What follows belongs to an exercise in optimizing a design on an open flow for small area, a short achievable clock period and few clock cycles; a production flow would make more cautious choices. Where RTL was checked, it was by simulation tests only, not by an equivalence proof against the original. Function not checked in run 1: the RTL went through the layout flow alone. Power is estimated from default activity; no workload was simulated.

==> design/flow/run.sh <==
#!/bin/bash
# synth_recipe.tcl (not shown) runs the flow's synth.tcl, then flattens the netlist and writes it again
# the make line also repeats each setting of config.mk as NAME=value (left out here)
make -C /OpenROAD-flow-scripts/flow DESIGN_CONFIG=/design/flow/config.mk WORK_HOME=/design/flow/orfs CLKGATE_MAP_FILE= SYNTH_SCRIPT=/design/flow/synth_recipe.tcl finish
==> design/flow/config.mk <==
export PLATFORM = sky130hd
export DESIGN_NAME = jbd_bms_parser
export DESIGN_NICKNAME = jbd_bms_parser
export VERILOG_FILES = /design/flow/design.v
export SDC_FILE = /design/flow/constraint.sdc
export NUM_CORES = 8
export LEC_CHECK = 0
export ABC_AREA = 1
export CAP_MARGIN = 20
export CORE_MARGIN = 2
export CORE_UTILIZATION = 55
export CTS_CLUSTER_DIAMETER = 80
export CTS_CLUSTER_SIZE = 20
export PLACE_DENSITY = 0.7
export SETUP_SLACK_MARGIN = 4.0
export SLEW_MARGIN = 20
export SYNTH_HIERARCHICAL = 1
==> design/flow/constraint.sdc <==
create_clock -name core_clock -period 10.0 [get_ports {clk}]
set_input_delay 2.0000 -clock core_clock [delete_from_list [all_inputs] [get_ports {clk}]]
set_output_delay 2.0000 -clock core_clock [all_outputs]
set_load 0.01 [all_outputs]
==> design/flow/design.v <==
module jbd_bms_parser (
    input  wire        clk,
    input  wire        rst,         
    input  wire        cmd_valid,
    input  wire [15:0] cmd_word,
    output wire        cmd_ready,
    input  wire [11:0] rd_addr,
    output wire [31:0] rd_data
);
    localparam [7:0] OP_NOP      = 8'h00,
                     OP_CLEAR    = 8'h01,
                     OP_PUSH     = 8'h02,
                     OP_VALIDATE = 8'h03,
                     OP_DECODE   = 8'h04,
                     OP_PARSE    = 8'h05;
    localparam [3:0] R_OK           = 4'h0,
                     R_INCOMPLETE   = 4'h1,
                     R_BAD_START    = 4'h2,
                     R_BAD_END      = 4'h3,
                     R_LEN_MISMATCH = 4'h4,
                     R_DEV_STATUS   = 4'h5,
                     R_UNKNOWN_TYPE = 4'h6,
                     R_CSUM         = 4'h7,
                     R_UNSUPPORTED  = 4'h8,
                     R_REC_SIZE     = 4'h9,
                     R_NOT_VALID    = 4'hA,
                     R_ILLEGAL      = 4'hB;
    localparam [1:0] ST_NONE = 2'd0, ST_VALIDATE = 2'd1, ST_DECODE = 2'd2, ST_COMMAND = 2'd3;
    localparam [1:0] T_NONE  = 2'd0, T_BASIC     = 2'd1, T_CELLS   = 2'd2, T_UNKNOWN  = 2'd3;
    localparam NSTAT = 64;         
    localparam NRING = 12;         
    localparam CAP_SIZE = 262;
    reg [7:0]  sbuf [0:NSTAT-1];         
    reg [7:0]  hbuf [0:5];               
    reg [7:0]  ring [0:NRING*16-1];      
    reg [3:0]  phase;
    reg        ready_q;
    reg [15:0] cap_len;
    reg [7:0]  last_byte;
    reg [7:0]  prev1, prev2;    
    reg [15:0] sum3;            
    reg [3:0]  result;
    reg [1:0]  res_stage;
    reg [15:0] diag_obs;
    reg        exp_basic;       
    reg        frame_valid;
    reg [1:0]  rtype;
    reg        hdr_ok;          
    reg [15:0] csum_rx;
    reg [15:0] csum_calc;
    reg [1:0]  rec_kind;
    reg [1:0]  bi_tc;           
    wire [7:0] type_code  = hdr_ok ? sbuf[1] : 8'h00;
    wire [7:0] dev_status = hdr_ok ? sbuf[2] : 8'h00;
    wire [7:0] pay_len    = hdr_ok ? sbuf[3] : 8'h00;
    assign cmd_ready = ready_q;
    wire [7:0] op  = cmd_word[15:8];
    wire [7:0] arg = cmd_word[7:0];
    wire       take = cmd_valid && ready_q;
    wire is_nop   = (op == OP_NOP)      && (arg == 8'h00);
    wire is_clear = (op == OP_CLEAR)    && (arg == 8'h00);
    wire is_push  = (op == OP_PUSH);
    wire is_val   = (op == OP_VALIDATE) && (arg == 8'h00);
    wire is_dec   = (op == OP_DECODE)   && (arg >= 8'h01) && (arg <= 8'h03);
    wire is_parse = (op == OP_PARSE)    && (arg == 8'h00);
    wire legal    = is_nop | is_clear | is_push | is_val | is_dec | is_parse;
    wire [7:0]  hdr_type   = sbuf[1];
    wire [7:0]  hdr_status = sbuf[2];
    wire [7:0]  hdr_len    = sbuf[3];
    wire [15:0] frame_len  = 16'd7 + {8'h00, hdr_len};
    wire [15:0] calc       = 16'h0000 - sum3;
    wire [15:0] rx         = {prev2, prev1};
    wire v_short   = cap_len < 16'd7;
    wire v_start   = sbuf[0] != 8'hDD;
    wire v_end     = last_byte != 8'h77;
    wire v_len     = cap_len != frame_len;
    wire v_stat    = hdr_status != 8'h00;
    wire v_basic   = hdr_type == 8'h03;
    wire v_cells   = hdr_type == 8'h04;
    wire v_csum    = rx != calc;
    reg [3:0]  v_code;
    reg [15:0] v_obs, v_exp;
    always @(*) begin
        v_code = R_OK; v_obs = 16'h0000; v_exp = 16'h0000;
        if (v_short) begin
            v_code = R_INCOMPLETE;   v_obs = cap_len;              v_exp = 16'd7;
        end else if (v_start) begin
            v_code = R_BAD_START;    v_obs = {8'h00, sbuf[0]};     v_exp = 16'h00DD;
        end else if (v_end) begin
            v_code = R_BAD_END;      v_obs = {8'h00, last_byte};   v_exp = 16'h0077;
        end else if (v_len) begin
            v_code = R_LEN_MISMATCH; v_obs = cap_len;              v_exp = frame_len;
        end else if (v_stat) begin
            v_code = R_DEV_STATUS;   v_obs = {8'h00, hdr_status};
        end else if (!v_basic && !v_cells) begin
            v_code = R_UNKNOWN_TYPE; v_obs = {8'h00, hdr_type};
        end else if (v_csum) begin
            v_code = R_CSUM;         v_obs = rx;                   v_exp = calc;
        end
    end
    wire v_hdr  = !v_short && !v_start && !v_end;             
    wire v_type = v_hdr && !v_len && !v_stat;                 
    wire v_ok   = (v_code == R_OK);
    function [36:0] decode;    
        input [1:0] t;
        input       fv;
        input [7:0] n;
        reg   [7:0] cexp;
        begin
            cexp = ((n > 8'd12) ? 8'd12 : n) & 8'hFE;
            if (t == T_UNKNOWN)
                decode = {2'd0, 1'b0, R_UNSUPPORTED, 16'h0003, 14'h0000};
            else if (!fv)
                decode = {2'd0, 1'b0, R_NOT_VALID, 16'h0000, 14'h0000};
            else if (t == T_BASIC)
                decode = (n != 8'd38) ? {2'd0, 1'b0, R_REC_SIZE, 8'h00, n, 14'd38}
                                      : {T_BASIC, 1'b0, R_OK, 16'h0000, 14'h0000};
            else
                decode = (n[0] || n > 8'd12) ? {2'd0, 1'b0, R_REC_SIZE, 8'h00, n, 6'h00, cexp}
                                             : {T_CELLS, 1'b0, R_OK, 16'h0000, 14'h0000};
        end
    endfunction
    wire [1:0]  ntc_clamp = (sbuf[26] > 8'd3) ? 2'd3 : sbuf[26][1:0];
    wire [36:0] d_cmd   = decode(arg[1:0], frame_valid, pay_len);
    wire [36:0] d_parse = decode(v_basic ? T_BASIC : T_CELLS, 1'b1, hdr_len);
    wire do_push  = !rst && take && is_push;
    wire len_lo   = (cap_len[15:6] == 10'd0);                     
    wire len_ring = (cap_len[15:8] == 8'd0) && !len_lo;           
    wire len_hi   = (cap_len[15:3] == 13'h0020) && (cap_len[2:0] < 3'd6);    
    integer i, j, s;
    always @(posedge clk) begin
        for (i = 0; i < NSTAT; i = i + 1)
            if (do_push && len_lo && cap_len[5:0] == i)
                sbuf[i] <= arg;
        for (i = 0; i < 6; i = i + 1)
            if (do_push && len_hi && cap_len[2:0] == i)
                hbuf[i] <= arg;
    end
    always @(posedge clk) begin
        for (j = 0; j < NRING; j = j + 1) begin
            for (s = 0; s < 15; s = s + 1)
                ring[16*j + s] <= ring[16*j + s + 1];
            ring[16*j + 15] <= (do_push && len_ring && cap_len[7:4] == j + 4)
                             ? arg : ring[16*j];
        end
    end
    reg [15:0] cap_len_d;
    always @(*) begin
        cap_len_d = cap_len;
        if (take && is_clear)
            cap_len_d = 16'h0000;
        else if (take && is_push && cap_len != 16'hFFFF)
            cap_len_d = cap_len + 16'd1;
    end
    wire [3:0] phase_d = phase + 4'd1;
    wire ring_d = (cap_len_d[15:8] == 8'd0) && (cap_len_d[7:6] != 2'b00);
    always @(posedge clk) begin
        if (rst) begin
            phase   <= 4'd0;
            ready_q <= 1'b1;
        end else begin
            phase   <= phase_d;
            ready_q <= !ring_d || (cap_len_d[3:0] == phase_d);
        end
    end
    always @(posedge clk) begin
        if (rst) begin
            cap_len     <= 16'h0000;
            last_byte   <= 8'h00;
            sum3        <= 16'h0000;
            result      <= R_OK;
            res_stage   <= ST_NONE;
            diag_obs    <= 16'h0000;
            frame_valid <= 1'b0;
            rtype       <= T_NONE;
            hdr_ok      <= 1'b0;
            csum_rx     <= 16'h0000;
            csum_calc   <= 16'h0000;
            rec_kind    <= T_NONE;
        end else if (take) begin
            cap_len <= cap_len_d;
            if (!legal) begin
                result    <= R_ILLEGAL;
                res_stage <= ST_COMMAND;
                diag_obs  <= cmd_word;
            end
            if (is_clear) begin
                last_byte   <= 8'h00;
                sum3        <= 16'h0000;
                result      <= R_OK;
                res_stage   <= ST_NONE;
                diag_obs    <= 16'h0000;
                    frame_valid <= 1'b0;
                rtype       <= T_NONE;
                hdr_ok      <= 1'b0;
                csum_rx     <= 16'h0000;
                csum_calc   <= 16'h0000;
                rec_kind    <= T_NONE;
            end
            if (is_push) begin
                last_byte <= arg;
                prev1     <= last_byte;
                prev2     <= prev1;
                if (cap_len >= 16'd5)
                    sum3 <= sum3 + {8'h00, prev2};
                frame_valid <= 1'b0;
                rec_kind    <= T_NONE;
            end
            if (is_val || is_parse) begin
                hdr_ok      <= v_hdr;
                rtype       <= !v_type ? T_NONE : v_basic ? T_BASIC : v_cells ? T_CELLS : T_UNKNOWN;
                csum_rx     <= (v_type && (v_basic || v_cells)) ? rx   : 16'h0000;
                csum_calc   <= (v_type && (v_basic || v_cells)) ? calc : 16'h0000;
                frame_valid <= v_ok;
                if (is_parse && v_ok) begin
                    exp_basic <= v_basic;
                    rec_kind  <= d_parse[36:35];
                    result    <= d_parse[33:30];
                    res_stage <= ST_DECODE;
                    diag_obs  <= d_parse[29:14];
                end else begin
                    rec_kind  <= T_NONE;
                    result    <= v_code;
                    res_stage <= ST_VALIDATE;
                    diag_obs  <= v_obs;
                end
            end
            if (is_dec || is_parse)
                bi_tc <= ntc_clamp;
            if (is_dec) begin
                rec_kind  <= d_cmd[36:35];
                result    <= d_cmd[33:30];
                res_stage <= ST_DECODE;
                diag_obs  <= d_cmd[29:14];
                exp_basic <= (arg[1:0] == T_BASIC);
            end
        end
    end
    wire bi = (rec_kind == T_BASIC);
    wire cv = (rec_kind == T_CELLS);
    function [15:0] be16;
        input integer k;
        be16 = {sbuf[k], sbuf[k + 1]};
    endfunction
    wire [2:0] cv_count   = sbuf[3][3:1];    
    reg [15:0] diag_exp;
    always @(*) begin
        case (result)
            R_INCOMPLETE:   diag_exp = 16'd7;
            R_BAD_START:    diag_exp = 16'h00DD;
            R_BAD_END:      diag_exp = 16'h0077;
            R_LEN_MISMATCH: diag_exp = frame_len;
            R_CSUM:         diag_exp = csum_calc;
            R_REC_SIZE:     diag_exp = exp_basic ? 16'd38
                                     : {8'h00, ((hdr_len > 8'd12) ? 8'd12 : hdr_len) & 8'hFE};
            default:        diag_exp = 16'h0000;
        endcase
    end
    reg [31:0] regv [0:63];
    reg [63:0] rcond;
    integer a;
    always @(*) begin
        for (a = 0; a < 64; a = a + 1) regv[a] = 32'h0000_0000;
        rcond = 64'd0;
        regv[6'h00] = {16'h0, cap_len};
        regv[6'h01] = {24'h0, last_byte};
        regv[6'h02] = {28'h0, result};
        regv[6'h03] = {30'h0, res_stage};
        regv[6'h04] = {16'h0, diag_obs};
        regv[6'h05] = {16'h0, diag_exp};
        regv[6'h06] = {31'h0, frame_valid};
        regv[6'h07] = {30'h0, rtype};
        regv[6'h08] = {24'h0, sbuf[1]};
        regv[6'h09] = {24'h0, sbuf[2]};
        regv[6'h0A] = {24'h0, sbuf[3]};
        regv[6'h0B] = {16'h0, csum_rx};
        regv[6'h0C] = {16'h0, csum_calc};
        regv[6'h0D] = {30'h0, rec_kind};
        rcond[7:0]   = 8'hFF;
        rcond[10:8]  = {3{hdr_ok}};
        rcond[13:11] = 3'b111;
        regv[6'h10] = {16'h0, be16(4)};
        regv[6'h11] = {16'h0, be16(6)};
        regv[6'h12] = {16'h0, be16(8)};
        regv[6'h13] = {16'h0, be16(10)};
        regv[6'h14] = {16'h0, be16(12)};
        regv[6'h15] = {16'h0, be16(14)};
        regv[6'h16] = {sbuf[16], sbuf[17], sbuf[18], sbuf[19]};
        regv[6'h17] = {16'h0, be16(20)};
        regv[6'h18] = {24'h0, sbuf[22]};
        regv[6'h19] = {24'h0, sbuf[23]};
        regv[6'h1A] = {24'h0, sbuf[24]};
        regv[6'h1B] = {24'h0, sbuf[25]};
        regv[6'h1C] = {24'h0, sbuf[26]};
        regv[6'h1D] = {30'h0, bi_tc};
        regv[6'h1E] = {16'h0, (bi_tc != 2'd0) ? be16(27) : {sbuf[28], sbuf[27]}};
        regv[6'h1F] = {16'h0, bi_tc[1]        ? be16(29) : {sbuf[30], sbuf[29]}};
        regv[6'h20] = {16'h0, (bi_tc == 2'd3) ? be16(31) : {sbuf[32], sbuf[31]}};
        for (a = 0; a < 9; a = a + 1)
            regv[6'h21 + a] = {24'h0, sbuf[33 + a]};
        regv[6'h2A] = {16'h0, be16(42)};
        for (a = 6'h10; a <= 6'h2A; a = a + 1)
            rcond[a] = bi;
        regv[6'h30] = {29'h0, cv_count};
        rcond[6'h30] = cv;
        for (a = 0; a < 6; a = a + 1) begin
            regv[6'h31 + a]  = {16'h0, be16(4 + 2*a)};
            rcond[6'h31 + a] = cv && (cv_count > a);
        end
        regv[6'h37] = {16'h0, csum_rx};
        rcond[6'h37] = cv;
    end
    wire        c_win, c_hi, c_reg;
    wire [15:0] dlo, dhi;
    rd_addr_dec u_dec (.rd_addr(rd_addr), .c_win(c_win), .c_hi(c_hi), .c_reg(c_reg),
                       .dlo(dlo), .dhi(dhi));
    wire [3:0]  rslot = rd_addr[3:0] - phase;
    wire [15:0] dsl   = 16'h0001 << rslot;
    wire [7:0] sg [0:15];      
    wire [7:0] rg [0:15];      
    genvar gs, gj;
    generate
        for (gs = 0; gs < 16; gs = gs + 1) begin : g_slot
            wire [31:0] sd;
            wire [95:0] rdd;
            for (gj = 0; gj < 4; gj = gj + 1) begin : g_sd
                assign sd[8*gj +: 8] = sbuf[16*gj + gs];
            end
            for (gj = 0; gj < NRING; gj = gj + 1) begin : g_rd
                assign rdd[8*gj +: 8] = ring[16*gj + gs];
            end
            aor4x8  u_s (.d(sd),  .sel(dhi[3:0]),  .y(sg[gs]));
            aor12x8 u_r (.d(rdd), .sel(dhi[15:4]), .y(rg[gs]));
        end
    endgenerate
    wire [127:0] sgv, rgv;
    wire [47:0]  hbv;
    generate
        for (gs = 0; gs < 16; gs = gs + 1) begin : g_pack
            assign sgv[8*gs +: 8] = sg[gs];
            assign rgv[8*gs +: 8] = rg[gs];
        end
        for (gs = 0; gs < 6; gs = gs + 1) begin : g_hpack
            assign hbv[8*gs +: 8] = hbuf[gs];
        end
    endgenerate
    wire [7:0] ws, wr, wh;
    aor16x8 u_ws (.d(sgv), .sel(dlo), .y(ws));
    aor16x8 u_wr (.d(rgv), .sel(dsl), .y(wr));
    aor6x8  u_wh (.d(hbv), .sel(dlo[5:0]), .y(wh));
    reg [63:0] rsel;
    reg [31:0] rw;
    always @(*) begin
        for (a = 0; a < 64; a = a + 1)
            rsel[a] = dlo[a & 15] & dhi[a >> 4] & rcond[a];
        rw = 32'h0000_0000;
        for (a = 0; a < 64; a = a + 1)
            rw = rw | ({32{rsel[a]}} & regv[a]);
    end
    rd_or u_or (.c_win(c_win), .c_hi(c_hi), .c_reg(c_reg), .ws(ws), .wr(wr), .wh(wh), .rw(rw), .y(rd_data));
endmodule
module rd_addr_dec (
    input  wire [11:0] rd_addr,
    output wire        c_win,
    output wire        c_hi,
    output wire        c_reg,
    output wire [15:0] dlo,
    output wire [15:0] dhi
);
    wire top0 = (rd_addr[11:10] == 2'b00);
    assign c_reg = top0 && (rd_addr[9:6] == 4'b0000);
    assign c_win = top0 && (rd_addr[9:8] == 2'b01);
    assign c_hi  = top0 && (rd_addr[9:8] == 2'b10) && (rd_addr[7:3] == 5'd0);
    assign dlo   = 16'h0001 << rd_addr[3:0];
    assign dhi   = 16'h0001 << rd_addr[7:4];
endmodule
module rd_or (
    input  wire        c_win,
    input  wire        c_hi,
    input  wire        c_reg,
    input  wire [7:0]  ws,
    input  wire [7:0]  wr,
    input  wire [7:0]  wh,
    input  wire [31:0] rw,
    output wire [31:0] y
);
    assign y = {{24{c_reg}} & rw[31:8],
                ({8{c_reg}} & rw[7:0]) | ({8{c_win}} & (ws | wr)) | ({8{c_hi}} & wh)};
endmodule
module aoi22m (
    input  wire s0,
    input  wire d0,
    input  wire s1,
    input  wire d1,
    output wire z
);
    assign z = ~((s0 & d0) | (s1 & d1));
endmodule
module aorx8 #(parameter P = 2) (
    input  wire [16*P-1:0] d,
    input  wire [2*P-1:0]  sel,
    output wire [7:0]      y
);
    genvar b, p;
    generate
        for (b = 0; b < 8; b = b + 1) begin : g_b
            wire [P-1:0] z;
            for (p = 0; p < P; p = p + 1) begin : g_p
                aoi22m u (.s0(sel[2*p]), .d0(d[16*p + b]), .s1(sel[2*p + 1]), .d1(d[16*p + 8 + b]), .z(z[p]));
            end
            assign y[b] = ~&z;
        end
    endgenerate
endmodule
module aor4x8 (
    input  wire [31:0] d,
    input  wire [3:0]  sel,
    output wire [7:0]  y
);
    aorx8 #(.P(2)) u (.d(d), .sel(sel), .y(y));
endmodule
module aor6x8 (
    input  wire [47:0] d,
    input  wire [5:0]  sel,
    output wire [7:0]  y
);
    aorx8 #(.P(3)) u (.d(d), .sel(sel), .y(y));
endmodule
module aor12x8 (
    input  wire [95:0] d,
    input  wire [11:0] sel,
    output wire [7:0]  y
);
    aorx8 #(.P(6)) u (.d(d), .sel(sel), .y(y));
endmodule
module aor16x8 (
    input  wire [127:0] d,
    input  wire [15:0]  sel,
    output wire [7:0]   y
);
    aorx8 #(.P(8)) u (.d(d), .sel(sel), .y(y));
endmodule
==> results of run 1 <==
how the worst min path moves through the flow:
stage	from	to	slack [ns]
6_report	ring[17][4]	ring[16][4]	0.34
5_1_grt	ring[139][0]	ring[138][0]	0.34
4_1_cts	ring[98][2]	ring[97][2]	0.33
3_5_place_dp	ring[36][4]	ring[35][4]	0.33
3_3_place_gp	ring[168][2]	ring[167][2]	0.33
2_1_floorplan	ring[1][0]	ring[0][0]	0.33
per-module statistics from Yosys (local to each module, per instance), excerpt:
module / flops+latches / area (um2) / times used / cells inside
aoi22m: 0 / 15.0 / 1176 / 4
jbd_bms_parser: 2220 / 61500 / 1 / 4501
rd_addr_dec: 0 / 283 / 1 / 67
rd_or: 0 / 393 / 1 / 100
placed cells by master, fill, tap and decap left out, types with 99 or more instances in the layout:
master	netlist	routed
nand2_1	4912	4810
dfxtp_1	1641	1641
inv_1	1605	1539
edfxtp_1	579	579
nor2_1	489	368
o21ai_0	230	197
buf_4	5	193
nand3_1	175	155
clkbuf_16	0	141
a21oi_1	111	99
metal layers:
metal | GRT usage (%) | part of all wire [%]
met3 | 10.6 | 12
met4 | 21.3 | 6.5
met2 | 59.0 | 42
met5 | 0 | 0.0060
met1 | 53.7 | 39
state kept, by name, indices dropped and copies added (netlist names):
signal       count
sbuf           512
prev2            8
csum_rx         16
prev1            8
bi_tc            2
csum_calc       16
res_stage        2
rtype            2
exp_basic        1
cap_len         16
sum3            16
result           4
diag_obs        16
last_byte        8
ready_q          1
frame_valid      1
hbuf            48
ring          1536
rec_kind         2
phase            4
hdr_ok           1
where the power goes:
part / switching, mW / internal [mW] / leakage [nW]
clock: 3.06 / 2.59 / 1.90
sequential: 0.0110 / 9.20 / 18.4
combinational: 0.421 / 0.151 / 23.5
total: 3.49 / 11.9 / 43.8
cell type report:
cell class	count	area, um2
diodes	10	25.0
clock buffers	157	3490
clock inverters	28	419
fillers	13000	55100
inverters	1647	6310
multi-input cells	6425	28900
flip-flops and latches	2220	50200
well taps	2030	2540
repair buffers	393	4520
metrics by stage:
stage	total power [mW]	cells	hold slack [ns]	worst slack [ns]	util (%)
finish	15.4	12900	0.336	3.29	63.6
floorplan	9.58	10400	0.331	2.82	-
detailed placement	9.85	12600	0.334	1.11	58.2
CTS	15.4	12900	0.332	3.36	62.7
global placement	9.85	12600	0.331	0.908	58.2
global route	15.8	12900	0.339	3.33	63.6
what timing repair did:
action | in CTS | in global routing
endpoints found under the hold margin | 0 | 0
setup buffers | 102 | 40
resized for setup | 599 | 310
cloned | 15 | 5
endpoints found under the setup margin | 158 | 243
pin swaps | 74 | 98
worst max-delay path: stages:
cell        delay [ns]
buf_8             0.12
nand2_4           0.10
nor2_4            0.05
buf_12            0.15
buf_12            0.13
nand4_1           0.18
clkinvlp_4        0.28
a221oi_1          0.31
nor3b_1           0.27
nand4_1           0.38
buf_12            0.26
nand2_4           0.08
nand2_4           0.05
inv_4             0.07
nand2_8           0.09
buf_6             0.14
cell families (layout without fill, tap and decap cells):
| kind of cell | count (synthesis) | after routing | synth area share (%) |
|---|---|---|---|
| AND/OR/NAND/NOR | 5792 | 5794 | 27.1 |
| buffers and inverters | 1745 | 2225 | 7.91 |
| flip-flops | 2220 | 2220 | 60.0 |
| XOR/XNOR | 27 | 27 | 0.299 |
| multiplexers | 1 | 1 | 0.0120 |
| AO/OA/AOI/OAI | 580 | 580 | 4.29 |
| adder cells (fa/ha/maj) | 23 | 23 | 0.362 |
| other | 0 | 10 | 0 |
==> impl_metrics.env, run 1 <==
export IMPL_yosys_warnings=15
export IMPL_r2r_start="sbuf[3][1]"
export IMPL_port_buffers=63
export IMPL_worstSetupStartpoint="rd_addr[4]"
export IMPL_ys_types=71
export IMPL_clk_pin_slew_ns=0.08
export IMPL_synth_area_leaders="dfxtp_1 (39%), nand2_1 (22%), edfxtp_1 (21%), inv_1 (7.2%), nor2_1 (2.2%)"
export IMPL_nets=10900
export IMPL_insertion_delay_ns=0.81
export IMPL_crit_arrival_ns=4.71
export IMPL_critPathCapture="rd_data[4]"
export IMPL_skew_ns=0.0396
export IMPL_cts_hold_buf=0
export IMPL_synth_flop_cell="dfxtp_1"
export IMPL_min_path_type="flop to flop"
export IMPL_worst_slew_pin_slew_ns=1.10
export IMPL_cp_max_fo=4
export IMPL_peakVddDrop_mv=0.180
export IMPL_drt_antenna_violating_nets=0
export IMPL_grt_max_degree=87
export IMPL_fmax_mhz=149
export IMPL_synth_commonest_cells="nand2_1 (4912), dfxtp_1 (1641), inv_1 (1605)"
export IMPL_rsz0062_at_grt="true"
export IMPL_rows=143
export IMPL_yosysTopAreaCell="dfxtp_1"
export IMPL_layout_min_cycle_time_ns=6.71
export IMPL_leakage_nw=43.8
export IMPL_htreeDepth=4
export IMPL_setup_viol=0
export IMPL_synth_top_cell_area_share_pct=39.2
export IMPL_coreArea_um2=152000
export IMPL_crit_type="primary input to output port"
export IMPL_synth_seq_cells=2220
export IMPL_critPathCaptureType="output port"
export IMPL_synth_edf_count=579
export IMPL_power_density_nw_per_um2=160
export IMPL_grt_pass1_wl_mm=450
export IMPL_finalCritPeriodShare_pct=67.1
export IMPL_worst_setup_path_start_kind="primary input"
export IMPL_start_util_pct=55.2
export IMPL_ioPinCount=64
export IMPL_fin_setup_tns_ns=0
export IMPL_hold_viol=0
export IMPL_syn_nets=10400
export IMPL_syn_instance_count=10400
export IMPL_clock_sinks=2220
export IMPL_drive_gt1_share_pct=9.89
export IMPL_grt_pass1_vias=65300
export IMPL_gp_congestion=1.20
export IMPL_status="no timing/DRC/antenna violations"
export IMPL_cp_required_ns=8.00
export IMPL_cap_violations=0
export IMPL_syn_to_final_growth_pct=15.2
export IMPL_r2r_setup_slack_ns=5.33
export IMPL_overflow=0
export IMPL_hpwl_mm=224
export IMPL_r2r_end="diag_obs[6]"
export IMPL_drt_iter0_markers=9121
export IMPL_remaining_drc_errors=0
export IMPL_cts_tree="done"
export IMPL_placed_cell_area_um2=88100
export IMPL_drt_total_wl_mm=318
export IMPL_chipHeight_um=394
export IMPL_worstRegToRegCells=21
export IMPL_cts_buffer_depth=3
export IMPL_slew_viol_final=0
export IMPL_ys_async_sr_fraction_pct=0
export IMPL_avgSynthCellArea_um2=8.06
export IMPL_syn_area_um2=83700
export IMPL_fp_dieW_um=394
export IMPL_dr_pass1_iters=6
export IMPL_numCtsBuffers=135
export IMPL_antenna_found_initial=17
export IMPL_slew_headroom_pct=25.8
export IMPL_cts_root_buf="clkbuf_16"
export IMPL_synth_most_common_cell="nand2_1"
export IMPL_final_area_um2=96400
export IMPL_viasPerCell=5.45
export IMPL_die_area_um2=155000
export IMPL_wl_per_cell_um=24.7
export IMPL_whs_path_depth=0
export IMPL_vias=70400
export IMPL_track_usage_pct=40.0
export IMPL_ys_seq_area_share_pct=60.0
==> run 2: changes to the inputs <==
--- a/design/flow/design.v
+++ b/design/flow/design.v
@@ -388,24 +388,22 @@
                 ({8{c_reg}} & rw[7:0]) | ({8{c_win}} & (ws | wr)) | ({8{c_hi}} & wh)};
 endmodule
-module aoi22m (
-    input  wire s0,
-    input  wire d0,
-    input  wire s1,
-    input  wire d1,
+module nand2m (
+    input  wire s,
+    input  wire d,
     output wire z
 );
-    assign z = ~((s0 & d0) | (s1 & d1));
+    assign z = ~(s & d);
 endmodule
-module aorx8 #(parameter P = 2) (
-    input  wire [16*P-1:0] d,
-    input  wire [2*P-1:0]  sel,
-    output wire [7:0]      y
+module aorx8 #(parameter N = 4) (
+    input  wire [8*N-1:0] d,
+    input  wire [N-1:0]   sel,
+    output wire [7:0]     y
 );
-    genvar b, p;
+    genvar b, k;
     generate
         for (b = 0; b < 8; b = b + 1) begin : g_b
-            wire [P-1:0] z;
-            for (p = 0; p < P; p = p + 1) begin : g_p
-                aoi22m u (.s0(sel[2*p]), .d0(d[16*p + b]), .s1(sel[2*p + 1]), .d1(d[16*p + 8 + b]), .z(z[p]));
+            wire [N-1:0] z;
+            for (k = 0; k < N; k = k + 1) begin : g_k
+                nand2m u (.s(sel[k]), .d(d[8*k + b]), .z(z[k]));
             end
             assign y[b] = ~&z;
@@ -418,5 +416,5 @@
     output wire [7:0]  y
 );
-    aorx8 #(.P(2)) u (.d(d), .sel(sel), .y(y));
+    aorx8 #(.N(4)) u (.d(d), .sel(sel), .y(y));
 endmodule
 module aor6x8 (
@@ -425,5 +423,5 @@
     output wire [7:0]  y
 );
-    aorx8 #(.P(3)) u (.d(d), .sel(sel), .y(y));
+    aorx8 #(.N(6)) u (.d(d), .sel(sel), .y(y));
 endmodule
 module aor12x8 (
@@ -432,5 +430,5 @@
     output wire [7:0]  y
 );
-    aorx8 #(.P(6)) u (.d(d), .sel(sel), .y(y));
+    aorx8 #(.N(12)) u (.d(d), .sel(sel), .y(y));
 endmodule
 module aor16x8 (
@@ -439,4 +437,4 @@
     output wire [7:0]   y
 );
-    aorx8 #(.P(8)) u (.d(d), .sel(sel), .y(y));
+    aorx8 #(.N(16)) u (.d(d), .sel(sel), .y(y));
 endmodule
==> run 2 against run 1 <==
Still clean; global-route usage increased by 3.8 points; final area decreased by 4.4%; setup slack worse by 0.085 ns; clock-buffer cell count up 1; total power rose by 0.17%.
==> impl_metrics.env, run 2 <==
export IMPL_r2r_end="diag_obs[6]"
export IMPL_yosys_warnings=15
export IMPL_final_common_cell="nand2_1"
export IMPL_critPathCapture="rd_data[6]"
export IMPL_drt_total_wl_mm=328
export IMPL_crit_type="primary input to output port"
export IMPL_leakage_nw=40.4
export IMPL_regMostFlops="ring"
export IMPL_synth_edf_count=579
export IMPL_synth_top_cell_area_share_pct=41.2
export IMPL_slew_headroom_pct=20.0
export IMPL_r2r_setup_slack_ns=5.27
export IMPL_synth_seq_cells=2220
export IMPL_syn_to_final_growth_pct=15.6
export IMPL_dr_pass1_iters=8
export IMPL_gp_congestion=1.08
export IMPL_cts_root_buf="clkbuf_16"
export IMPL_finalNonFillerCells=11700
export IMPL_hpwl_mm=226
export IMPL_critPathCaptureType="output port"
export IMPL_numCtsBuffers=136
export IMPL_synth_commonest_cells="nand2_1 (4360), dfxtp_1 (1641), nor2_1 (753)"
export IMPL_cts_buffer_depth=3
export IMPL_cp_required_ns=8.00
export IMPL_grt_pass1_vias=64700
export IMPL_synth_most_common_cell="nand2_1"
export IMPL_ys_types=71
export IMPL_rsz0062_at_grt="true"
export IMPL_n_fill_cell=11600
export IMPL_largestRegisters="ring: 1536 flops, sbuf: 512 flops, hbuf: 48 flops"
export IMPL_synth_area_leaders="dfxtp_1 (41%), edfxtp_1 (22%), nand2_1 (21%), nor2_1 (3.5%), inv_1 (3.1%)"
export IMPL_remaining_drc_errors=0
export IMPL_syn_area_um2=79800
export IMPL_worst_setup_path_start_kind="primary input"
export IMPL_chipHeight_um=385
export IMPL_r2r_start="sbuf[3][1]"
export IMPL_final_cell_mix="nand2_1 (4292), dfxtp_1 (1641), nor2_1 (638)"
export IMPL_ioPinCount=64
export IMPL_nets=9773
export IMPL_min_path_type="flop to flop"
export IMPL_peakVddDrop_mv=0.173
export IMPL_setup_viol=0
export IMPL_start_util_pct=55.5
export IMPL_slew_viol_final=0
export IMPL_status="no timing/DRC/antenna violations"
export IMPL_clock_sinks=2220
export IMPL_worstRegToRegCells=22
export IMPL_drt_antenna_violating_nets=0
export IMPL_power_density_nw_per_um2=168
export IMPL_ys_async_sr_fraction_pct=0
export IMPL_whs_ns=0.318
export IMPL_vias=67500
export IMPL_cts_tree="done"
export IMPL_worst_slew_pin_slew_ns=1.20
export IMPL_fp_dieW_um=385
export IMPL_finalCritPeriodShare_pct=68.0
export IMPL_port_buffers=63
export IMPL_track_usage_pct=43.7
export IMPL_synth_flop_cell="dfxtp_1"
export IMPL_place_inst=11300
export IMPL_antenna_found_initial=10
export IMPL_drive_gt1_share_pct=10.4
export IMPL_avgSynthCellArea_um2=8.59
export IMPL_ys_seq_area_share_pct=63.0
export IMPL_grt_max_degree=129
export IMPL_cts_hold_buf=0
export IMPL_hold_path_startpoint="ring[41][0]"
export IMPL_fmax_mhz=147
export IMPL_crit_arrival_ns=4.80
export IMPL_drt_iter0_markers=7868
export IMPL_grt_pass1_wl_mm=459
export IMPL_cp_max_fo=64
export IMPL_cap_violations=0
export IMPL_worstSetupStartpoint="rd_addr[6]"
export IMPL_syn_instance_count=9292
export IMPL_skew_ns=0.0553
export IMPL_die_area_um2=148000
export IMPL_overflow=0
export IMPL_layout_min_cycle_time_ns=6.80
export IMPL_rows=139
export IMPL_yosysTopAreaCell="dfxtp_1"
export IMPL_insertion_delay_ns=0.82
export IMPL_final_area_um2=92200
export IMPL_hold_viol=0
export IMPL_largest_register_ffs=1536
export IMPL_clk_pin_slew_ns=0.08
export IMPL_placed_cell_area_um2=84000
export IMPL_postLayoutCoreUtil_pct=64.1
export IMPL_coreArea_um2=144000
export IMPL_wl_per_cell_um=28.1
export IMPL_viasPerCell=5.78
export IMPL_syn_nets=9346
export IMPL_htreeDepth=4
export IMPL_fin_setup_tns_ns=0
[run 2: cell types whose count changed in the layout (fill, tap and decap cells not counted), sizes merged, moves of 3 or more]
cell	delta
inv	-948
nand2	-552
nor2	+264
nand3	+120
buf	-23
nand4	+16
clkdlybuf4s50	+8
clkinv	+4
diode	-4
dlygate4sd2	+3
[run 2: area by class of cell]
| class | count | area, um2 | area share (%) |
|---|---|---|---|
| Antenna cell | 6 | 15.0 | 0.0163 |
| Clock buffer | 158 | 3560 | 3.86 |
| Clock inverter | 28 | 470 | 0.510 |
| Inverter | 703 | 2730 | 2.96 |
| Multi-Input combinational cell | 6273 | 28400 | 30.8 |
| Sequential cell | 2220 | 50200 | 54.5 |
| Tap cell | 1903 | 2380 | 2.58 |
| Timing Repair Buffer | 385 | 4450 | 4.83 |
[run 2: per-module statistics from Yosys (local to each module, per instance), a selection]
module | copies in the design | flip-flops and latches
rd_addr_dec | 1 | 0
jbd_bms_parser | 1 | 2220
nand2m | 2352 | 0
rd_or | 1 | 0
[run 2: logic make-up after synthesis]
logic type      Yosys count  synth area share (%)
buf+inv                 801                  3.86
compound gates          580                  4.50
simple gates           5640                  28.0
mux                       1                0.0125
fa+ha+maj                23                 0.380
xor+xnor                 27                 0.314
flops                  2220                  63.0
[run 2: worst min-delay path by stage]
stage / to / slack (ns) / depth (start not counted)
final: ring[40][0] / 0.32 / 0
after global routing: ring[173][6] / 0.31 / 0
after CTS: ring[189][6] / 0.31 / 0
after detailed placement: ring[117][5] / 0.33 / 0
after global placement: ring[94][6] / 0.33 / 0
after floorplan: ring[0][0] / 0.33 / 0
[run 2: repair_timing]
action                                  4_1_cts  5_1_grt
setup buffers                               133       22
endpoints found under the setup margin      560      154
gates resized for setup                     577      123
gates cloned                                 17        2
pin swaps                                   114       51
[run 2: critical path, stage by stage]
cell	delay, ns
buf_8	0.11
nor2_4	0.18
clkinv_4	0.13
nor2_4	0.15
buf_4	0.13
buf_4	0.13
buf_16	0.27
nand2_1	0.10
nand2_1	0.07
inv_1	0.03
nand2_1	0.33
nand2_1	0.17
nand2_1	0.16
inv_1	0.05
nand2_1	0.08
nor2_2	0.09
nand2_1	0.10
o21ai_0	0.09
nand2_2	0.14
buf_6	0.12
[run 2: stage by stage]
step	setup WS, ns	power [mW]
5_1_grt	3.24	15.8
6_report	3.20	15.5
3_3_place_gp	0.884	9.82
4_1_cts	3.31	15.4
3_5_place_dp	1.25	9.83
2_1_floorplan	2.81	9.58
[run 2: layer usage]
layer  part of all wire [%]  GRT usage, %  up-vias
met1                     36          51.9    32000
met5                  0.021             0        -
met3                    9.3          8.62     1155
met2                     45          69.2     4006
li1                       -             -    30300
met4                     10          35.9       10
[run 2: power breakdown]
part	internal (mW)	leakage, nW	total (mW)	switching [mW]
clock	2.64	1.95	5.70	3.06
sequential	9.20	18.4	9.21	0.0101
combinational	0.143	20.0	0.546	0.403
total	12.0	40.4	15.5	3.47
Testbench counts of run 2, summed over its fixed seeds: cycles 10,075.
==> run 3: changes to the inputs <==
--- a/design/flow/config.mk
+++ b/design/flow/config.mk
@@ -6,5 +6,5 @@
 export NUM_CORES = 8
 export LEC_CHECK = 0
-export ABC_AREA = 1
+export ABC_AREA = 0
 export CAP_MARGIN = 20
 export CORE_MARGIN = 2
==> run 3 against run 2 <==
Setup slack worse by 0.17 ns; highest routed layer unchanged; sequential power hardly changed; wire length is 6.6% lower; largest power group unchanged; still clean.
==> impl_metrics.env, run 3 <==
export IMPL_crit_arrival_ns=4.97
export IMPL_slew_headroom_pct=22.0
export IMPL_hpwl_mm=194
export IMPL_regMostFlops="ring"
export IMPL_syn_instance_count=7161
export IMPL_slew_viol_final=0
export IMPL_overflow=0
export IMPL_avgSynthCellArea_um2=10.5
export IMPL_start_util_pct=55.5
export IMPL_cts_buffer_depth=3
export IMPL_yosys_warnings=15
export IMPL_power_density_nw_per_um2=177
export IMPL_synth_most_common_cell="nand2_1"
export IMPL_htreeDepth=4
export IMPL_gp_congestion=1.10
export IMPL_numCtsBuffers=134
export IMPL_fin_setup_tns_ns=0
export IMPL_grt_pass1_vias=57600
export IMPL_cp_max_fo=69
export IMPL_drt_antenna_violating_nets=0
export IMPL_place_inst=8960
export IMPL_largest_register_ffs=1536
export IMPL_n_fill_cell=10700
export IMPL_grt_max_degree=129
export IMPL_ioPinCount=64
export IMPL_wl_per_cell_um=32.7
export IMPL_finalCritPeriodShare_pct=69.7
export IMPL_drt_total_wl_mm=306
export IMPL_port_buffers=63
export IMPL_drive_gt1_share_pct=12.3
export IMPL_drt_iter0_markers=8560
export IMPL_coreArea_um2=136000
export IMPL_synth_edf_count=579
export IMPL_chipHeight_um=374
export IMPL_syn_nets=7215
export IMPL_track_usage_pct=42.6
export IMPL_p_total_mw=15.5
export IMPL_final_common_cell="nand2_1"
export IMPL_viasPerCell=6.49
export IMPL_leakage_nw=32.5
export IMPL_vias=60800
export IMPL_crit_type="primary input to output port"
export IMPL_synth_top_cell_area_share_pct=43.6
export IMPL_min_path_type="flop to flop"
export IMPL_fmax_mhz=144
export IMPL_clock_sinks=2220
export IMPL_syn_to_final_growth_pct=15.7
export IMPL_ys_types=95
export IMPL_synth_area_leaders="dfxtp_1 (44%), edfxtp_1 (23%), nand2_1 (13%), nand4_1 (5.1%), mux2_2 (1.5%)"
export IMPL_ys_async_sr_fraction_pct=0
export IMPL_remaining_drc_errors=0
export IMPL_r2r_setup_slack_ns=5.50
export IMPL_synth_flop_cell="dfxtp_1"
export IMPL_grt_pass1_wl_mm=425
export IMPL_die_area_um2=140000
export IMPL_status="no timing/DRC/antenna violations"
export IMPL_cap_violations=0
export IMPL_r2r_start="sbuf[3][1]"
export IMPL_holdPathEnd="ring[97][4]"
export IMPL_layout_min_cycle_time_ns=6.97
export IMPL_r2r_end="diag_obs[4]"
export IMPL_cts_root_buf="clkbuf_16"
export IMPL_ys_seq_area_share_pct=66.6
export IMPL_fp_dieW_um=374
export IMPL_synth_seq_cells=2220
export IMPL_skew_ns=0.0411
export IMPL_dr_pass1_iters=9
export IMPL_rows=135
export IMPL_antenna_found_initial=10
export IMPL_clk_pin_slew_ns=0.08
export IMPL_cp_required_ns=8.00
export IMPL_insertion_delay_ns=0.81
export IMPL_synth_commonest_cells="nand2_1 (2594), dfxtp_1 (1641), nand4_1 (613)"
export IMPL_worst_slew_pin_slew_ns=1.17
export IMPL_hold_path_startpoint="ring[98][4]"
export IMPL_largestRegisters="ring: 1536 flops, sbuf: 512 flops, hbuf: 48 flops"
export IMPL_worst_setup_path_start_kind="primary input"
export IMPL_cts_hold_buf=0
export IMPL_setup_viol=0
export IMPL_worstRegToRegCells=10
export IMPL_hold_viol=0
export IMPL_yosysTopAreaCell="dfxtp_1"
export IMPL_nets=7579
export IMPL_syn_area_um2=75400
export IMPL_finalNonFillerCells=9357
export IMPL_final_cell_mix="nand2_1 (2549), dfxtp_1 (1641), nand4_1 (613)"
export IMPL_peakVddDrop_mv=0.194
export IMPL_critPathCaptureType="output port"
export IMPL_worstSetupStartpoint="rd_addr[7]"
export IMPL_rsz0062_at_grt="true"
export IMPL_postLayoutCoreUtil_pct=64.2
export IMPL_whs_path_depth=0
export IMPL_whs_ns=0.323
export IMPL_cts_tree="done"
## run 3: stage by stage
stage	setup WS [ns]	instance area [um2]
CTS	3.23	86200
global route	3.10	87200
floorplan	2.16	75600
detailed placement	1.06	78900
global placement	1.10	78900
finish	3.03	87200
## run 3: where the power goes
group          total [mW]  internal [mW]  switching, mW  leakage (nW)
combinational       0.627          0.178          0.448          12.2
clock                5.62           2.57           3.05          1.91
sequential           9.21           9.20         0.0129          18.4
total                15.5           11.9           3.51          32.5
## run 3: cell type report
class,instances,area [um2],area share [%]
inverters,37,141,0.162
diodes,5,12.5,0.0143
multi-input cells,4749,25900,29.7
clock inverters,27,453,0.519
clock buffers,155,3500,4.01
flip-flops and latches,2220,50200,57.6
well taps,1781,2230,2.55
repair buffers,383,4780,5.48
## run 3: cells by family after synthesis
family	share of synthesized area (%)
AOI/OAI and AO/OA	5.53
DFF	66.6
muxes	2.06
adders and majority gates	0.402
buffers and inverters	1.03
xor gates and xnor gates	0.757
and+or+nand+nor	23.6
## run 3: critical path, stage by stage
cell,delay (ns)
buf_8,0.09
or2_4,0.17
nor3_4,0.06
buf_12,0.19
nand2_2,0.32
nand4_1,0.14
nand2_1,0.22
nand4_1,0.49
or4_4,0.69
o21ai_4,0.21
nand2_2,0.10
buf_6,0.16
## run 3: worst max-delay path by stage
| stage | cells past startpoint | slack (ns) | endpoint |
|---|---|---|---|
| floorplan | 13 | 2.16 | rd_data[6] |
| global placement | 12 | 1.10 | rd_data[3] |
| detailed placement | 12 | 1.06 | rd_data[3] |
| CTS | 13 | 3.23 | rd_data[3] |
| global route | 15 | 3.10 | rd_data[5] |
| finish | 12 | 3.03 | rd_data[5] |
## run 3: repair_timing
action	CTS	global route
cloned	41	6
gates resized for setup	503	161
setup buffers	113	50
pin swaps	115	94
endpoints found under the setup margin	497	263
## run 3: routing by layer
layer | global-route usage, % | vias to the layer above | routed length, um
met5 | 0 | - | 53
met4 | 31.3 | 8 | 27700
met3 | 9.08 | 1119 | 32500
met2 | 65.5 | 4092 | 134000
met1 | 53.2 | 29600 | 112000
li1 | - | 25900 | -
## run 3: Yosys stat by module (local to each module, per instance), a selection
module | area [um2] | flops+latches | cells inside | times used
jbd_bms_parser | 61300 | 2220 | 3970 | 1
nand2m | 3.75 | 0 | 1 | 2352
rd_addr_dec | 254 | 0 | 51 | 1
rd_or | 325 | 0 | 52 | 1
==> run 4: changes to the inputs <==
--- a/design/flow/config.mk
+++ b/design/flow/config.mk
@@ -9,8 +9,8 @@
 export CAP_MARGIN = 20
 export CORE_MARGIN = 2
-export CORE_UTILIZATION = 55
+export CORE_UTILIZATION = 50
 export CTS_CLUSTER_DIAMETER = 80
 export CTS_CLUSTER_SIZE = 20
-export PLACE_DENSITY = 0.7
+export PLACE_DENSITY = 0.65
 export SETUP_SLACK_MARGIN = 4.0
 export SLEW_MARGIN = 20
==> run 4 against run 3 <==
Critical path type unchanged; critical endpoint is now rd_data[7]; worst hold slack better by 0.013 ns; register-to-register slack worse by 0.26 ns; clock power hardly changed; cell count grew 2.1%; final area is 0.33% lower.
==> impl_metrics.env, run 4 <==
export IMPL_ys_types=95
export IMPL_dr_pass1_iters=9
export IMPL_hold_viol=0
export IMPL_power_density_nw_per_um2=177
export IMPL_syn_to_final_growth_pct=15.3
export IMPL_critPathBufInv=6
export IMPL_numCtsBuffers=133
export IMPL_overflow=0
export IMPL_cts_tree="done"
export IMPL_port_buffers=63
export IMPL_clk_pin_slew_ns=0.08
export IMPL_grt_max_degree=129
export IMPL_whs_ns=0.336
export IMPL_setup_viol=0
export IMPL_synth_flop_cell="dfxtp_1"
export IMPL_gp_congestion=1.12
export IMPL_fin_setup_tns_ns=0
export IMPL_placed_cell_area_um2=79400
export IMPL_p_seq_share_pct=59.9
export IMPL_clock_sinks=2220
export IMPL_final_area_um2=86900
export IMPL_intPower_mw=11.9
export IMPL_p_clk_share_pct=36.4
export IMPL_nets=7533
export IMPL_insertion_delay_ns=0.82
export IMPL_synth_commonest_cells="nand2_1 (2594), dfxtp_1 (1641), nand4_1 (613)"
export IMPL_avgSynthCellArea_um2=10.5
export IMPL_chipHeight_um=392
export IMPL_grt_pass1_vias=55500
export IMPL_power_switching_mw=3.46
export IMPL_drt_total_wl_mm=304
export IMPL_place_ws_ns=1.08
export IMPL_switching_share_pct=22.5
export IMPL_hpwl_mm=204
export IMPL_cp_max_fo=10
export IMPL_syn_nets=7215
export IMPL_peakVddDrop_mv=0.157
export IMPL_die_area_um2=154000
export IMPL_regMostFlops="ring"
export IMPL_n_fill_cell=12600
export IMPL_finalCritPeriodShare_pct=71.8
export IMPL_cts_buffer_depth=3
export IMPL_crit_top_cell="buf_6"
export IMPL_final_cell_mix="nand2_1 (2561), dfxtp_1 (1641), nand4_1 (613)"
export IMPL_fp_dieW_um=392
export IMPL_grt_pass1_wl_mm=419
export IMPL_slew_viol_final=0
export IMPL_rows=142
export IMPL_setup_ws_ns=2.82
export IMPL_drt_iter0_markers=7984
export IMPL_htreeDepth=4
export IMPL_combPwrFrac_pct=3.6
export IMPL_yosysTopAreaCell="dfxtp_1"
export IMPL_rsz0062_at_grt="true"
export IMPL_critPathCaptureType="output port"
export IMPL_syn_area_um2=75400
export IMPL_status="no timing/DRC/antenna violations"
export IMPL_slew_headroom_pct=17.3
export IMPL_final_common_cell="nand2_1"
export IMPL_postLayoutCoreUtil_pct=58.1
export IMPL_viasPerCell=6.18
export IMPL_min_path_type="flop to flop"
export IMPL_slowest_delay_ns=0.71
export IMPL_crit_chain="buf_6 > buf_8 > or2b_4 > buf_12 > nor2_4 > buf_6 > buf_16 > nand2_2 > nand4_1 > nand2_1 > nand4_1 > or4_4 > o21ai_2 > nand2_2 > buf_6"
export IMPL_ioPinCount=64
export IMPL_synth_most_common_cell="nand2_1"
export IMPL_antenna_found_initial=16
export IMPL_synth_edf_count=579
export IMPL_synth_top_cell_area_share_pct=43.6
export IMPL_drt_antenna_violating_nets=0
export IMPL_layout_min_cycle_time_ns=7.18
export IMPL_cap_violations=0
export IMPL_cp_slowest_cell="nand4_1"
export IMPL_synth_seq_cells=2220
export IMPL_synth_area_leaders="dfxtp_1 (44%), edfxtp_1 (23%), nand2_1 (13%), nand4_1 (5.1%), mux2_2 (1.5%)"
export IMPL_leakage_nw=32.0
export IMPL_vias=59000
export IMPL_largest_register_ffs=1536
export IMPL_fmax_mhz=139
export IMPL_critPathTopFamily="simple AND/OR/NAND/NOR gates"
export IMPL_worst_setup_path_start_kind="primary input"
export IMPL_remaining_drc_errors=0
export IMPL_ys_seq_area_share_pct=66.6
export IMPL_skew_ns=0.0618
export IMPL_ys_async_sr_fraction_pct=0
export IMPL_drive_gt1_share_pct=12.0
export IMPL_crit_type="primary input to output port"
export IMPL_crit_arrival_ns=5.18
export IMPL_largestRegisters="ring: 1536 flops, sbuf: 512 flops, hbuf: 48 flops"
export IMPL_wl_per_cell_um=31.8
export IMPL_track_usage_pct=38.8
export IMPL_yosys_warnings=15
export IMPL_cts_root_buf="clkbuf_16"
export IMPL_worst_slew_pin_slew_ns=1.24
export IMPL_syn_instance_count=7161
export IMPL_cp_required_ns=8.00
export IMPL_coreArea_um2=150000
export IMPL_start_util_pct=50.3
-- run 4: changes by cell type in the layout (fill, tap and decap cells not counted), sizes merged --
cell	previous run	this run
and2	44	45
and3b	6	5
buf	341	310
bufbuf	9	8
clkbuf	169	173
clkinv	17	15
clkinvlp	1	0
diode	5	2
dlymetal6s2s	5	0
inv	44	46
nor2	200	199
-- run 4: power by group through the flow --
stage          clock network [mW]  logic [mW]  registers (mW)
3_5_place_dp                    0       0.451            9.42
6_report                     5.60       0.557            9.21
3_3_place_gp                    0       0.445            9.42
5_1_grt                      5.97       0.560            9.21
4_1_cts                      5.64       0.514            9.21
2_1_floorplan                   0       0.169            9.41
-- run 4: logic make-up after synthesis --
| group | synth area share (%) |
|---|---|
| AO/OA/AOI/OAI | 5.53 |
| flip-flops | 66.6 |
| AND/OR/NAND/NOR | 23.6 |
| XOR/XNOR | 0.757 |
| buffers and inverters | 1.03 |
| multiplexers | 2.06 |
| adder cells (fa/ha/maj) | 0.402 |
-- run 4: worst paths after layout --
check | from | endpoint | slack [ns] | cells after the start
max | rd_addr[4] | rd_data[7] | 2.82 | 15
min | ring[149][5] | ring[148][5] | 0.34 | 0
max reg2reg | sbuf[3][1] | diag_obs[15] | 5.24 | 9
min reg2reg | ring[149][5] | ring[148][5] | 0.34 | 0
-- run 4: per-module statistics from Yosys, one instance, submodules excluded, a selection --
module          area [um2]  copies in the design  flops+latches
jbd_bms_parser       61300                     1           2220
nand2m                3.75                  2352              0
rd_addr_dec            254                     1              0
rd_or                  325                     1              0
-- run 4: layer usage --
layer / wire length (um) / global-route usage (%) / part of all wire, % / vias up
met1: 119000 / 51.8 / 39 / 28800
met3: 34700 / 10.4 / 11 / 762
met2: 129000 / 56.9 / 42 / 3591
met5: 126 / 0.191 / 0.041 / -
met4: 21000 / 22.0 / 6.9 / 14
li1: - / - / - / 25800
-- run 4: cell type report --
cell class              instances  area, um2  area share (%)
flip-flops and latches       2220      50200            57.8
multi-input cells            4748      25900            29.8
repair buffers                339       4140            4.76
inverters                      37        139           0.160
well taps                    2016       2520            2.90
diodes                          2       5.00         0.00576
clock inverters                26        464           0.534
clock buffers                 166       3500            4.02
-- run 4: metrics by stage --
| step | power, mW | instances |
|---|---|---|
| 2_1_floorplan | 9.58 | 7161 |
| 3_3_place_gp | 9.87 | 9221 |
| 3_5_place_dp | 9.87 | 9221 |
| 4_1_cts | 15.4 | 9518 |
| 5_1_grt | 15.7 | 9552 |
| 6_report | 15.4 | 9554 |
-- run 4: timing repair --
item,in CTS,in global routing
setup endpoints to repair,32,183
gates cloned,28,5
pin swaps,118,73
hold buffers,0,0
setup buffers,77,28
resized for setup,520,106
==> run 5: changes to the inputs <==
--- a/design/flow/config.mk
+++ b/design/flow/config.mk
@@ -9,8 +9,8 @@
 export CAP_MARGIN = 20
 export CORE_MARGIN = 2
-export CORE_UTILIZATION = 50
+export CORE_UTILIZATION = 57
 export CTS_CLUSTER_DIAMETER = 80
 export CTS_CLUSTER_SIZE = 20
-export PLACE_DENSITY = 0.65
+export PLACE_DENSITY = 0.72
 export SETUP_SLACK_MARGIN = 4.0
 export SLEW_MARGIN = 20
==> run 5 against run 4 <==
Global-route usage is 5.8 points higher; clock-buffer cell count is 9 lower; cell count is 2.3% lower; fmax is 1.8% higher; largest cell class unchanged; largest power group unchanged.
==> impl_metrics.env, run 5 <==
export IMPL_port_buffers=63
export IMPL_status="no timing/DRC/antenna violations"
export IMPL_worst_slew_pin_slew_ns=1.24
export IMPL_worst_setup_path_start_kind="primary input"
export IMPL_syn_to_final_growth_pct=15.9
export IMPL_final_area_um2=87400
export IMPL_cp_max_fo=53
export IMPL_drt_total_wl_mm=312
export IMPL_power_switching_mw=3.49
export IMPL_n_fill_cell=9891
export IMPL_synth_top_cell_area_share_pct=43.6
export IMPL_peakVddDrop_mv=0.183
export IMPL_insertion_delay_ns=0.82
export IMPL_crit_arrival_ns=5.06
export IMPL_ys_async_sr_fraction_pct=0
export IMPL_clk_pin_slew_ns=0.08
export IMPL_cap_violations=0
export IMPL_ys_types=95
export IMPL_syn_instance_count=7161
export IMPL_p_clk_share_pct=36.4
export IMPL_vias=61000
export IMPL_clock_sinks=2220
export IMPL_yosysTopAreaCell="dfxtp_1"
export IMPL_grt_pass1_wl_mm=428
export IMPL_slowest_delay_ns=0.78
export IMPL_regMostFlops="ring"
export IMPL_antenna_found_initial=11
export IMPL_final_common_cell="nand2_1"
export IMPL_cp_required_ns=8.00
export IMPL_ys_seq_area_share_pct=66.6
export IMPL_htreeDepth=4
export IMPL_avgSynthCellArea_um2=10.5
export IMPL_drive_gt1_share_pct=12.6
export IMPL_p_seq_share_pct=59.7
export IMPL_synth_most_common_cell="nand2_1"
export IMPL_viasPerCell=6.54
export IMPL_leakage_nw=32.5
export IMPL_syn_area_um2=75400
export IMPL_rows=133
export IMPL_seq_area_um2=50200
export IMPL_critPathCaptureType="output port"
export IMPL_track_usage_pct=44.6
export IMPL_synth_edf_count=579
export IMPL_multi_input_area_um2=25900
export IMPL_combPwrFrac_pct=3.9
export IMPL_synth_area_leaders="dfxtp_1 (44%), edfxtp_1 (23%), nand2_1 (13%), nand4_1 (5.1%), mux2_2 (1.5%)"
export IMPL_wl_per_cell_um=33.5
export IMPL_syn_nets=7215
export IMPL_fin_setup_tns_ns=0
export IMPL_grt_pass1_vias=57800
export IMPL_critPathTopFamily="simple AND/OR/NAND/NOR gates"
export IMPL_intPower_mw=11.9
export IMPL_crit_top_cell="buf_12"
export IMPL_crit_chain="buf_12 > or2_4 > buf_12 > nor2_4 > buf_12 > nand2_1 > nand4_1 > nand2_2 > nand4_1 > or4_4 > o21ai_2 > nand2_4 > buf_6"
export IMPL_skew_ns=0.0386
export IMPL_power_density_nw_per_um2=177
export IMPL_p_total_mw=15.4
export IMPL_largestRegisters="ring: 1536 flops, sbuf: 512 flops, hbuf: 48 flops"
export IMPL_placed_cell_area_um2=79000
export IMPL_cp_slowest_cell="or4_4"
export IMPL_crit_type="primary input to output port"
export IMPL_hpwl_mm=193
export IMPL_synth_flop_cell="dfxtp_1"
export IMPL_die_area_um2=135000
export IMPL_largest_register_ffs=1536
export IMPL_drt_iter0_markers=9179
export IMPL_cts_hold_buf=0
export IMPL_grt_max_degree=129
export IMPL_synth_commonest_cells="nand2_1 (2594), dfxtp_1 (1641), nand4_1 (613)"
export IMPL_yosys_warnings=15
export IMPL_hold_viol=0
export IMPL_coreArea_um2=131000
export IMPL_drt_antenna_violating_nets=0
export IMPL_fmax_mhz=142
export IMPL_finalCritPeriodShare_pct=70.6
export IMPL_switching_share_pct=22.6
export IMPL_slew_viol_final=0
export IMPL_gp_congestion=1.11
export IMPL_dr_pass1_iters=13
export IMPL_cts_tree="done"
export IMPL_cts_root_buf="clkbuf_16"
export IMPL_synth_seq_cells=2220
export IMPL_setup_viol=0
export IMPL_final_cell_mix="nand2_1 (2533), dfxtp_1 (1641), nand4_1 (613)"
export IMPL_cts_buffer_depth=3
export IMPL_min_path_type="flop to flop"
export IMPL_layout_min_cycle_time_ns=7.06
export IMPL_nets=7581
export IMPL_place_ws_ns=1.39
export IMPL_critPathBufInv=4
export IMPL_ioPinCount=64
export IMPL_numCtsBuffers=135
export IMPL_chipHeight_um=368
export IMPL_remaining_drc_errors=0
export IMPL_slew_headroom_pct=17.0
export IMPL_rsz0062_at_grt="true"
export IMPL_setup_ws_ns=2.94
export IMPL_fp_dieW_um=368
export IMPL_overflow=0
export IMPL_start_util_pct=57.4
export IMPL_whs_ns=0.329
==> run 5: cell count changes in the layout (fill, tap and decap cells not counted), sizes merged <==
cell	before	now
diode	2	8
inv	46	48
clkinv	15	12
and2	45	44
bufinv	2	0
and3b	5	6
buf	310	342
clkbuf	173	179
nor2	199	198
==> run 5: worst register-to-register path, delay by kind of cell, from the launching register on <==
family                 cells  cell delay (ns)
buffers and inverters      1             0.43
flip-flops                 1             0.48
AND/OR/NAND/NOR            7             3.83
AO/OA/AOI/OAI              1             0.20
==> run 5: path summary, 6_finish.rpt <==
check	cells past startpoint	slack, ns	to	from
max	13	2.94	rd_data[4]	rd_addr[7]
min reg2reg	0	0.33	ring[38][1]	ring[39][1]
min	0	0.33	ring[38][1]	ring[39][1]
max reg2reg	9	4.99	csum_calc[3]	cap_len[2]
==> run 5: cell type report <==
| class | instances | area share (%) |
|---|---|---|
| Clock inverter | 23 | 0.435 |
| Sequential cell | 2220 | 57.5 |
| Clock buffer | 157 | 4.06 |
| Multi-Input combinational cell | 4747 | 29.7 |
| Tap cell | 1755 | 2.51 |
| Inverter | 37 | 0.170 |
| Timing Repair Buffer | 386 | 5.61 |
| Antenna cell | 8 | 0.0229 |
==> run 5: repair_timing <==
item / in CTS / in global routing
gates cloned: 40 / 13
buffers inserted: 107 / 40
resized for setup: 559 / 122
setup endpoints to repair: 32 / 48
pin swaps: 128 / 88
==> run 5: layer usage <==
metal	vias up	GRT usage (%)	wire, um
met1	29500	55.4	111000
met4	10	32.5	29600
li1	25900	-	-
met2	4349	67.5	135000
met3	1221	11.5	36200
met5	-	0	64
==> run 5: per-stage QoR <==
stage	utilization, %	std cells
CTS	65.8	9272
global route	66.5	9325
floorplan	-	7161
global placement	60.2	8944
finish	66.5	9333
detailed placement	60.2	8945
==> run 5: kinds of logic after synthesis <==
kind of cell | count (synthesis) | share of synthesized area [%]
buffers and inverters | 197 | 1.03
xor gates and xnor gates | 62 | 0.757
DFF | 2220 | 66.6
muxes | 143 | 2.06
adders and majority gates | 23 | 0.402
and+or+nand+nor | 3936 | 23.6
AOI/OAI and AO/OA | 580 | 5.53
==> run 5: Yosys stat by module (local to each module, per instance), excerpt <==
module,copies in the design,area (um2),flops+latches
rd_addr_dec,1,254,0
jbd_bms_parser,1,61300,2220
nand2m,2352,3.75,0
rd_or,1,325,0
==> run 5: power by group through the flow <==
stage	logic [mW]	registers, mW	clock network [mW]
after floorplan	0.169	9.41	0
after global placement	0.416	9.42	0
after detailed placement	0.420	9.42	0
after CTS	0.539	9.21	5.61
after global routing	0.600	9.21	5.92
final	0.605	9.21	5.62
==> run 6: changes to the inputs <==
--- a/design/flow/config.mk
+++ b/design/flow/config.mk
@@ -9,9 +9,9 @@
 export CAP_MARGIN = 20
 export CORE_MARGIN = 2
-export CORE_UTILIZATION = 57
+export CORE_UTILIZATION = 55
 export CTS_CLUSTER_DIAMETER = 80
 export CTS_CLUSTER_SIZE = 20
-export PLACE_DENSITY = 0.72
-export SETUP_SLACK_MARGIN = 4.0
+export PLACE_DENSITY = 0.7
+export SETUP_SLACK_MARGIN = 4.5
 export SLEW_MARGIN = 20
 export SYNTH_HIERARCHICAL = 1
==> run 6 against run 5 <==
Still clean on timing, DRC and antenna; core utilization decreased by 2.1 points; highest routed layer unchanged; largest cell class unchanged; via count decreased by 0.54%; non-clock buffer count decreased by 14; largest power group unchanged.
==> impl_metrics.env, run 6 <==
export IMPL_viasPerCell=6.49
export IMPL_whs_path_depth=0
export IMPL_postLayoutCoreUtil_pct=64.5
export IMPL_intPower_mw=11.9
export IMPL_synth_flop_cell="dfxtp_1"
export IMPL_cp_max_fo=69
export IMPL_start_util_pct=55.5
export IMPL_cp_required_ns=8.00
export IMPL_gp_congestion=1.10
export IMPL_grt_max_degree=129
export IMPL_hpwl_mm=194
export IMPL_numCtsBuffers=134
export IMPL_slew_headroom_pct=13.8
export IMPL_skew_ns=0.0390
export IMPL_leakage_nw=32.4
export IMPL_p_seq_share_pct=59.6
export IMPL_htreeDepth=4
export IMPL_final_common_cell="nand2_1"
export IMPL_wl_per_cell_um=32.8
export IMPL_fmax_mhz=142
export IMPL_syn_instance_count=7161
export IMPL_finalCritPeriodShare_pct=70.4
export IMPL_synth_most_common_cell="nand2_1"
export IMPL_largestRegisters="ring: 1536 flops, sbuf: 512 flops, hbuf: 48 flops"
export IMPL_dr_pass1_iters=9
export IMPL_drt_antenna_violating_nets=0
export IMPL_worstRegToRegCells=10
export IMPL_rows=135
export IMPL_antenna_found_initial=9
export IMPL_multi_input_area_um2=26300
export IMPL_switching_share_pct=22.7
export IMPL_place_ws_ns=1.06
export IMPL_setup_viol=0
export IMPL_clk_pin_slew_ns=0.08
export IMPL_drt_iter0_markers=8689
export IMPL_chipHeight_um=374
export IMPL_syn_nets=7215
export IMPL_nets=7568
export IMPL_min_path_type="flop to flop"
export IMPL_port_buffers=63
export IMPL_ys_async_sr_fraction_pct=0
export IMPL_die_area_um2=140000
export IMPL_fin_setup_tns_ns=0
export IMPL_critPathCaptureType="output port"
export IMPL_insertion_delay_ns=0.80
export IMPL_crit_type="primary input to output port"
export IMPL_overflow=0
export IMPL_ys_types=95
export IMPL_worst_slew_pin_slew_ns=1.29
export IMPL_synth_edf_count=579
export IMPL_grt_pass1_wl_mm=426
export IMPL_track_usage_pct=42.7
export IMPL_cap_violations=0
export IMPL_yosys_warnings=15
export IMPL_syn_to_final_growth_pct=16.2
export IMPL_coreArea_um2=136000
export IMPL_drive_gt1_share_pct=13.1
export IMPL_syn_area_um2=75400
export IMPL_ys_seq_area_share_pct=66.6
export IMPL_synth_seq_cells=2220
export IMPL_yosysTopAreaCell="dfxtp_1"
export IMPL_power_density_nw_per_um2=176
export IMPL_worst_setup_path_start_kind="primary input"
export IMPL_drt_total_wl_mm=307
export IMPL_clock_sinks=2220
export IMPL_final_cell_mix="nand2_1 (2536), dfxtp_1 (1641), nand4_1 (613)"
export IMPL_whs_ns=0.321
export IMPL_synth_top_cell_area_share_pct=43.6
export IMPL_cts_tree="done"
export IMPL_avgSynthCellArea_um2=10.5
export IMPL_setup_ws_ns=2.96
export IMPL_seq_area_um2=50200
export IMPL_hold_viol=0
export IMPL_synth_area_leaders="dfxtp_1 (44%), edfxtp_1 (23%), nand2_1 (13%), nand4_1 (5.1%), mux2_2 (1.5%)"
export IMPL_layout_min_cycle_time_ns=7.04
export IMPL_cts_buffer_depth=3
export IMPL_combPwrFrac_pct=4.0
export IMPL_synth_commonest_cells="nand2_1 (2594), dfxtp_1 (1641), nand4_1 (613)"
export IMPL_p_clk_share_pct=36.4
export IMPL_cts_root_buf="clkbuf_16"
export IMPL_slew_viol_final=0
export IMPL_power_switching_mw=3.50
export IMPL_crit_arrival_ns=5.04
export IMPL_n_fill_cell=10600
export IMPL_ioPinCount=64
export IMPL_grt_pass1_vias=57600
export IMPL_peakVddDrop_mv=0.194
export IMPL_regMostFlops="ring"
export IMPL_status="no timing/DRC/antenna violations"
export IMPL_largest_register_ffs=1536
export IMPL_rsz0062_at_grt="true"
export IMPL_remaining_drc_errors=0
export IMPL_fp_dieW_um=374
export IMPL_vias=60700
## run 6: cell counts after synthesis
No cell type changed its count.
## run 6: final timing paths
check	start	to	slack, ns
worst max register to register	sbuf[3][1]	diag_obs[4]	5.49
worst max-delay path	rd_addr[7]	rd_data[5]	2.96
worst min register to register	ring[147][4]	ring[146][4]	0.32
worst min-delay path	ring[147][4]	ring[146][4]	0.32
## run 6: final cells by class
class	count	area share, %
multi-input combinational	4749	30.1
timing repair buffer	372	5.32
inverter	37	0.159
clock buffer	155	3.99
clock inverter	27	0.517
tap	1781	2.54
antenna	6	0.0171
sequential	2220	57.4
## run 6: timing repair
action	CTS	global route
gates resized for setup	568	233
setup buffers	113	42
endpoints found under the setup margin	608	580
pin swaps	115	82
hold buffers	0	0
cloned	41	3
## run 6: kinds of logic (layout without fill, tap and decap cells)
logic type / Yosys count / after routing / share of synthesized area (%)
compound gates: 580 / 580 / 5.53
xor+xnor: 62 / 62 / 0.757
fa+ha+maj: 23 / 23 / 0.402
buf+inv: 197 / 591 / 1.03
flops: 2220 / 2220 / 66.6
mux: 143 / 143 / 2.06
other cells: 0 / 6 / 0
simple gates: 3936 / 3941 / 23.6
## run 6: layer usage
layer | global-route usage [%] | part of all wire (%) | vias to the layer above
li1 | - | - | 25900
met3 | 9.13 | 11 | 1100
met4 | 31.3 | 9.0 | 10
met1 | 53.5 | 36 | 29700
met2 | 65.4 | 44 | 4003
met5 | 0 | 0.020 | -
## run 6: per-stage QoR
stage          cell area (um2)  std cells  total power [mW]
6_report                 87600       9347              15.4
5_1_grt                  87600       9341              15.8
4_1_cts                  86400       9296              15.4
3_5_place_dp             78900       8960              9.85
3_3_place_gp             78900       8959              9.85
2_1_floorplan            75600       7161              9.58
## run 6: critical path, stage by stage
cell and delay [ns]:
buf_8 0.09, or2_4 0.17, nor3_4 0.06, buf_12 0.19, nand2_2 0.32, nand4_1 0.14
nand2_1 0.24, nand4_1 0.50, or4_4 0.70, o21ai_4 0.23, nand2_2 0.11, buf_6 0.16
## run 6: Yosys stat by module, one instance, submodules excluded, a selection
module | flops+latches | cells
rd_addr_dec | 0 | 51
rd_or | 0 | 52
nand2m | 0 | 1
jbd_bms_parser | 2220 | 3970
## run 6: power by group through the flow
stage          clock network [mW]  logic, mW  registers [mW]
6_report                     5.62      0.623            9.21
3_5_place_dp                    0      0.431            9.42
2_1_floorplan                   0      0.169            9.41
4_1_cts                      5.63      0.574            9.21
5_1_grt                      5.95      0.620            9.21
3_3_place_gp                    0      0.428            9.42

Check on run 6: ideal ports give 2.963 ns setup slack; a clkbuf_16 on the clock port and buf_2 on the inputs give 2.902 ns; moving port delays by the midpoint clock arrival (0.879 ns) as well gives 2.902 ns.
